From an optimization exercise on the open Yosys and OpenROAD flow, aimed at small area, a short achievable clock period and few clock cycles per item; shortcuts taken in it are not production practice.
In this exercise RTL edits were held to simulation tests only and were not proved equivalent to the original.
Power figures rest on the tool's default switching activity, not on a simulated workload.

**design/flow/design.v**
```verilog
module fastpfor_bitlen (
    input  wire [31:0] v,
    output reg  [5:0]  n
);
    integer i;
    always @(*) begin
        n = 6'd0;
        for (i = 0; i < 32; i = i + 1)
            if (v[i]) n = i[5:0] + 6'd1;
    end
endmodule
module fastpfor_planner (
    input  wire         clk,
    input  wire         rst,
    input  wire         in_valid,
    output wire         in_ready,
    input  wire [127:0] in_data,
    output wire         out_valid,
    input  wire         out_ready,
    output wire [5:0]   out_bw,
    output wire [7:0]   out_cex,
    output wire [5:0]   out_maxb
);
    localparam S_COLLECT = 2'd0;
    localparam S_INIT    = 2'd1;
    localparam S_SEARCH  = 2'd2;
    localparam S_OUT     = 2'd3;
    reg [1:0]  state;
    reg [5:0]  beat;
    reg [5:0]  maxb;
    reg [5:0]  b;
    reg [8:0]  c;
    reg [5:0]  bestb;
    reg [7:0]  bestc;
    reg [13:0] bestcost;
    wire accept = in_valid && in_ready;
    wire clear  = (state == S_OUT) && out_ready;
    assign in_ready  = (state == S_COLLECT);
    assign out_valid = (state == S_OUT);
    assign out_bw    = bestb;
    assign out_cex   = bestc;
    assign out_maxb  = maxb;
    wire [5:0] bl0, bl1, bl2, bl3;
    fastpfor_bitlen u_bl0 (.v(in_data[31:0]),   .n(bl0));
    fastpfor_bitlen u_bl1 (.v(in_data[63:32]),  .n(bl1));
    fastpfor_bitlen u_bl2 (.v(in_data[95:64]),  .n(bl2));
    fastpfor_bitlen u_bl3 (.v(in_data[127:96]), .n(bl3));
    wire [9*33-1:0] freq;
    genvar k;
    generate
        for (k = 0; k <= 32; k = k + 1) begin : g_hist
            reg  [8:0] cnt;
            wire [2:0] hits = {2'b00, bl0 == k} + {2'b00, bl1 == k}
                            + {2'b00, bl2 == k} + {2'b00, bl3 == k};
            always @(posedge clk) begin
                if (rst || clear)
                    cnt <= 9'd0;
                else if (accept)
                    cnt <= cnt + {6'd0, hits};
            end
            assign freq[9*k +: 9] = cnt;
        end
    endgenerate
    reg [5:0] top;
    integer j;
    always @(*) begin
        top = 6'd0;
        for (j = 1; j <= 32; j = j + 1)
            if (freq[9*j +: 9] != 9'd0) top = j[5:0];
    end
    wire [5:0]  bp1    = b + 6'd1;
    wire [8:0]  fnext  = freq[9*bp1 +: 9];
    wire [8:0]  cn     = c + fnext;
    wire [5:0]  dw     = maxb - b;
    wire [13:0] cost_a = {2'b00, cn, 3'b000} + cn * dw + {b, 8'd0} + 14'd8;
    wire [13:0] cost   = (dw == 6'd1) ? cost_a - {5'd0, cn} : cost_a;
    always @(posedge clk) begin
        if (rst) begin
            state    <= S_COLLECT;
            beat     <= 6'd0;
            maxb     <= 6'd0;
            b        <= 6'd0;
            c        <= 9'd0;
            bestb    <= 6'd0;
            bestc    <= 8'd0;
            bestcost <= 14'd0;
        end else begin
            case (state)
                S_COLLECT: begin
                    if (accept) begin
                        beat <= beat + 6'd1;
                        if (beat == 6'd63)
                            state <= S_INIT;
                    end
                end
                S_INIT: begin
                    maxb     <= top;
                    bestb    <= top;
                    bestc    <= 8'd0;
                    bestcost <= {top, 8'd0} + 14'd8;
                    c        <= 9'd0;
                    b        <= top - 6'd1;
                    state    <= (top == 6'd0) ? S_OUT : S_SEARCH;
                end
                S_SEARCH: begin
                    if (cn == 9'd256) begin
                        state <= S_OUT;
                    end else begin
                        if (cost < bestcost) begin
                            bestcost <= cost;
                            bestb    <= b;
                            bestc    <= cn[7:0];
                        end
                        c <= cn;
                        b <= b - 6'd1;
                        if (b == 6'd0)
                            state <= S_OUT;
                    end
                end
                S_OUT: begin
                    if (out_ready) begin
                        state <= S_COLLECT;
                        beat  <= 6'd0;
                    end
                end
            endcase
        end
    end
endmodule
```
**design/flow/run.sh**
```bash
#!/bin/bash
# synth_recipe.tcl (not shown) runs the flow's synth.tcl, then flattens the netlist and writes it again
# the make line also repeats each setting of config.mk as NAME=value (left out here)
make -C /OpenROAD-flow-scripts/flow DESIGN_CONFIG=/design/flow/config.mk WORK_HOME=/design/flow/orfs CLKGATE_MAP_FILE= SYNTH_SCRIPT=/design/flow/synth_recipe.tcl finish
```
**design/flow/config.mk**
```make
export PLATFORM = sky130hd
export DESIGN_NAME = fastpfor_planner
export DESIGN_NICKNAME = fastpfor_planner
export VERILOG_FILES = /design/flow/design.v
export SDC_FILE = /design/flow/constraint.sdc
export NUM_CORES = 4
export LEC_CHECK = 0
export CAP_MARGIN = 20
export CORE_MARGIN = 2
export CORE_UTILIZATION = 40
export SLEW_MARGIN = 20
```
**design/flow/constraint.sdc**
```tcl
create_clock -name core_clock -period 12.0 [get_ports {clk}]
set_input_delay 2.4000 -clock core_clock [delete_from_list [all_inputs] [get_ports {clk}]]
set_output_delay 2.4000 -clock core_clock [all_outputs]
set_load 0.01 [all_outputs]
```
==> impl_results.md <==
- Status: no timing/DRC/antenna violations
- Hold Violations, Final: 0
- Clk latency of the worst-skew pair: 0.58 ns
- Clock Power Share: 46.2%
- Final setup fails: 0
- Die height: 260 um
- Crit end category: flop
- Pwr/cell area: 95.5 mW/mm^2
- Chip Width: 260 um
- CP max stage delay: 0.55 ns
- Least-Margin Pin Slew: 0.989 ns
- Reg2Reg Depth: 42
- Pint: 2120 uW
- Mapped Area: 0.0262 mm^2
- Core Util, Final: 46.7%
- First-pass GRT wire length: 128000 um
- Layout cell share with drive strength beyond 1: 7.08%
- CORE AREA: 0.0646 mm^2
- Worst hold stages: 2
- DIE AREA: 0.0675 mm^2
- Filler Cell Count: 6275
- Area growth, synth to finish: 15.1%
- Vias/cell: 5.57
- Placer Congestion: 0.916
- Clk sinks: 354
- Crit path kind: reg2reg
- Root buf cell: clkbuf_16
- Worst VDD drop: 0.000117 V
- Clock buffer count from CTS: 43
- Vias: 22900
- Seq/Total Area, Yosys: 27.1%
- # nets final: 3587
- Critical path data arrival time: 11.70 ns
- Unrepaired setup endpoints after global routing: false
- Cells after Synth: 3101
- Synth cell types: 69
- Synth Flop Type: dfxtp_1
- Antenna cells: 0
- Post-synth EDFFs: 0
- Initial antenna violation count: 0
- Hpwl dp: 62300 um
- Highest clock rate: 89.0 MHz
- Net Sw Frac: 26.4%
- CTS H-tree depth: 2
- Combinational power share: 11.8%
- Startpoint types: flop
- GRT Total Usage: 24.0%
- Slowest cell on crit path: fa_1
- Seq pwr share: 42.0%
- Input/output buffers: 153
- Antenna-violating nets left: 0
- Row count: 93
- DRT iter0 DRCs: 1793
- Crit path max fanout: 28
- Pre-Repair DR Iteration Count: 5
- Hold Crit Class: reg2reg
- Period utilization: 93.6%
- Setup TNS: 0 ns
- Hold_buf cts: 0
- Synth Net Count: 3475
- CTS tree: done
- Initial Util: 40.6%
- Vias in the first global route: 22000
- Total of warnings raised by yosys: 2
- Max_slew headroom: 34.1%
- Top cell by count, worst path: fa_1
- Clock skew after layout: 0.0293 ns
- P_leak: 0.0115 uW
- Synth async-reset ratio: 0%
- Largest net degree at the start of global routing: 92
- Average wire per standard cell: 19.8 um
- Syn avg cell area: 8.45 um^2
- Clock Tree Buf Depth: 3
- DR DRC count: 0
- IO Count: 154
- Req. time, crit path: 12.47 ns
- Tmin final: 11.24 ns
- GRT overflow: 0
- Aggregate routed wire length: 81000 um
- Clock-pin slew on the worst setup and hold paths: 0.06 ns
- Sw Pwr: 760 uW
- Max-slew violation count: 0
- Max-cap violations: 0
- FF+latch count, synth: 354
## cell usage after synthesis (56+ instances only)
library cell,count,area (um^2)
a211oi_1,68,510
o21ai_0,56,280
nor2_1,507,1900
dfxtp_1,354,7090
a21oi_1,145,726
xnor2_1,65,569
nand4_1,57,357
fa_1,143,2860
inv_1,251,942
nand2_1,255,957
nor4_1,68,425
xor2_1,197,1730
nand3_1,184,921
nor3_1,72,360
mux4_2,90,2030
clkbuf_1,94,353
ha_1,99,1240
## sequential cells by signal (all words and copies together), names as in the netlist
| register | count |
|---|---|
| bestb | 6 |
| g_hist.cnt | 297 |
| beat | 6 |
| maxb | 6 |
| bestcost | 14 |
| b | 6 |
| bestc | 8 |
| c | 9 |
| state | 2 |
## kinds of logic (layout without fill, tap and decap cells)
logic type      Yosys count  after routing  share of synthesized area, %
mux                     108            108                          8.45
flops                   354            354                          27.1
compound gates          419            419                          10.4
xor+xnor                264            264                          8.89
buf+inv                 375            521                          5.45
simple gates           1339           1339                          24.1
fa+ha+maj               242            242                          15.7
## critical path: cells and delay by family (launching register included)
kind,cells,cell delay [ns]
fa+ha+maj,9,3.89
buf+inv,7,1.15
simple gates,8,1.27
mux,3,1.26
xor+xnor,3,0.68
flops,1,0.45
compound gates,12,2.39
## area by class of cell
class	count	area (um^2)	area share, %
multi-input combinational	2372	17800	58.9
clock buffer	69	1280	4.26
inverter	251	942	3.13
sequential	354	7090	23.5
tap	855	1070	3.55
clock inverter	10	144	0.477
timing repair buffer	191	1850	6.15
## layer usage
metal	up-vias	GRT usage [%]	share of wire, %
met3	108	3.05	5.6
met1	11100	32.2	43
met2	662	41.0	49
met5	-	0	0
met4	0	5.68	2.1
li1	11000	-	-
## worst paths after layout
path,start,end,slack [ns]
worst max-delay path,b[1],bestcost[8],0.76
worst min-delay path,bestb[5],bestb[5],0.46
worst max register to register,b[1],bestcost[8],0.76
worst min register to register,bestb[5],bestb[5],0.46
## power by group through the flow
stage | registers [uW] | logic, uW | clock network (uW)
detailed placement | 1230 | 337 | 0
global route | 1210 | 372 | 1400
finish | 1210 | 340 | 1330
global placement | 1230 | 333 | 0
CTS | 1210 | 338 | 1360
floorplan | 1220 | 200 | 0
## stage by stage
step	hold WS, ns	setup WS [ns]	std cells	instance area [um^2]	total power, uW
floorplan	0.432	0.943	3101	26200	1420
global placement	0.449	0.633	4021	28700	1570
finish	0.461	0.765	4102	30100	2880
global route	0.480	0.0120	4102	30100	2980
detailed placement	0.458	0.484	4021	28700	1570
CTS	0.467	0.457	4100	30100	2900
## cells in the final DEF, fill, tap and decap left out, types with 8 or more instances in the layout
cell | netlist | routed
nor2_1 | 507 | 506
dfxtp_1 | 354 | 353
nand2_1 | 255 | 254
inv_1 | 251 | 251
xor2_1 | 197 | 197
nand3_1 | 184 | 184
clkdlybuf4s50_1 | 0 | 152
a21oi_1 | 145 | 145
fa_1 | 143 | 143
ha_1 | 99 | 98
mux4_2 | 90 | 90
nor3_1 | 72 | 71
a211oi_1 | 68 | 67
nor4_1 | 68 | 66
xnor2_1 | 65 | 64
nand4_1 | 57 | 57
o21ai_0 | 56 | 56
clkbuf_16 | 0 | 45
and3_1 | 37 | 37
and4_1 | 37 | 37
buf_4 | 1 | 35
or3_1 | 24 | 24
nand3b_1 | 22 | 22
o31ai_1 | 20 | 19
and2_1 | 18 | 17
a21o_1 | 18 | 17
clkbuf_1 | 94 | 16
nand2b_1 | 15 | 15
mux2i_1 | 13 | 13
nor2b_1 | 12 | 12
or4_1 | 11 | 11
or2_2 | 11 | 11
o21a_1 | 11 | 11
a22o_1 | 11 | 11
o21bai_1 | 10 | 10
a22oi_1 | 10 | 10
clkbuf_8 | 0 | 9
o211ai_1 | 8 | 8
## timing repair
item	4_1_cts	5_1_grt
endpoints found under the setup margin	0	13
gates resized for setup	0	2
buffers inserted	0	2
Testbench counts, summed over its fixed seeds: cycles 41,202, blocks 512.

port drivers added, routing unchanged:
The flow's constraints put no driver on any port. The routed layout listed below was extracted and timed again, unchanged, in two steps.
Step 1 sets driving cells, clkbuf_16 on the clock port and buf_2 on the other inputs (assumed; they add their load-dependent delay and slew).
Step 2 moves the port delays by t, midway between the first and last clock arrival at a register: inputs arrive t later, outputs are due t later. That takes back most of the time a late clock gives input paths.
Slacks: ideal ports / drivers / drivers and shift; pairs: ideal ports / drivers.
t (ns): 0.626
setup WS [ns]: 0.765 / 0.765 / 0.765
cell pins on the clock port's net: 1
After both steps setup and hold are still met in this run. For this run, drivers alone change the setup slack by 0.000 ns; drivers and shift together by 0.000 ns.
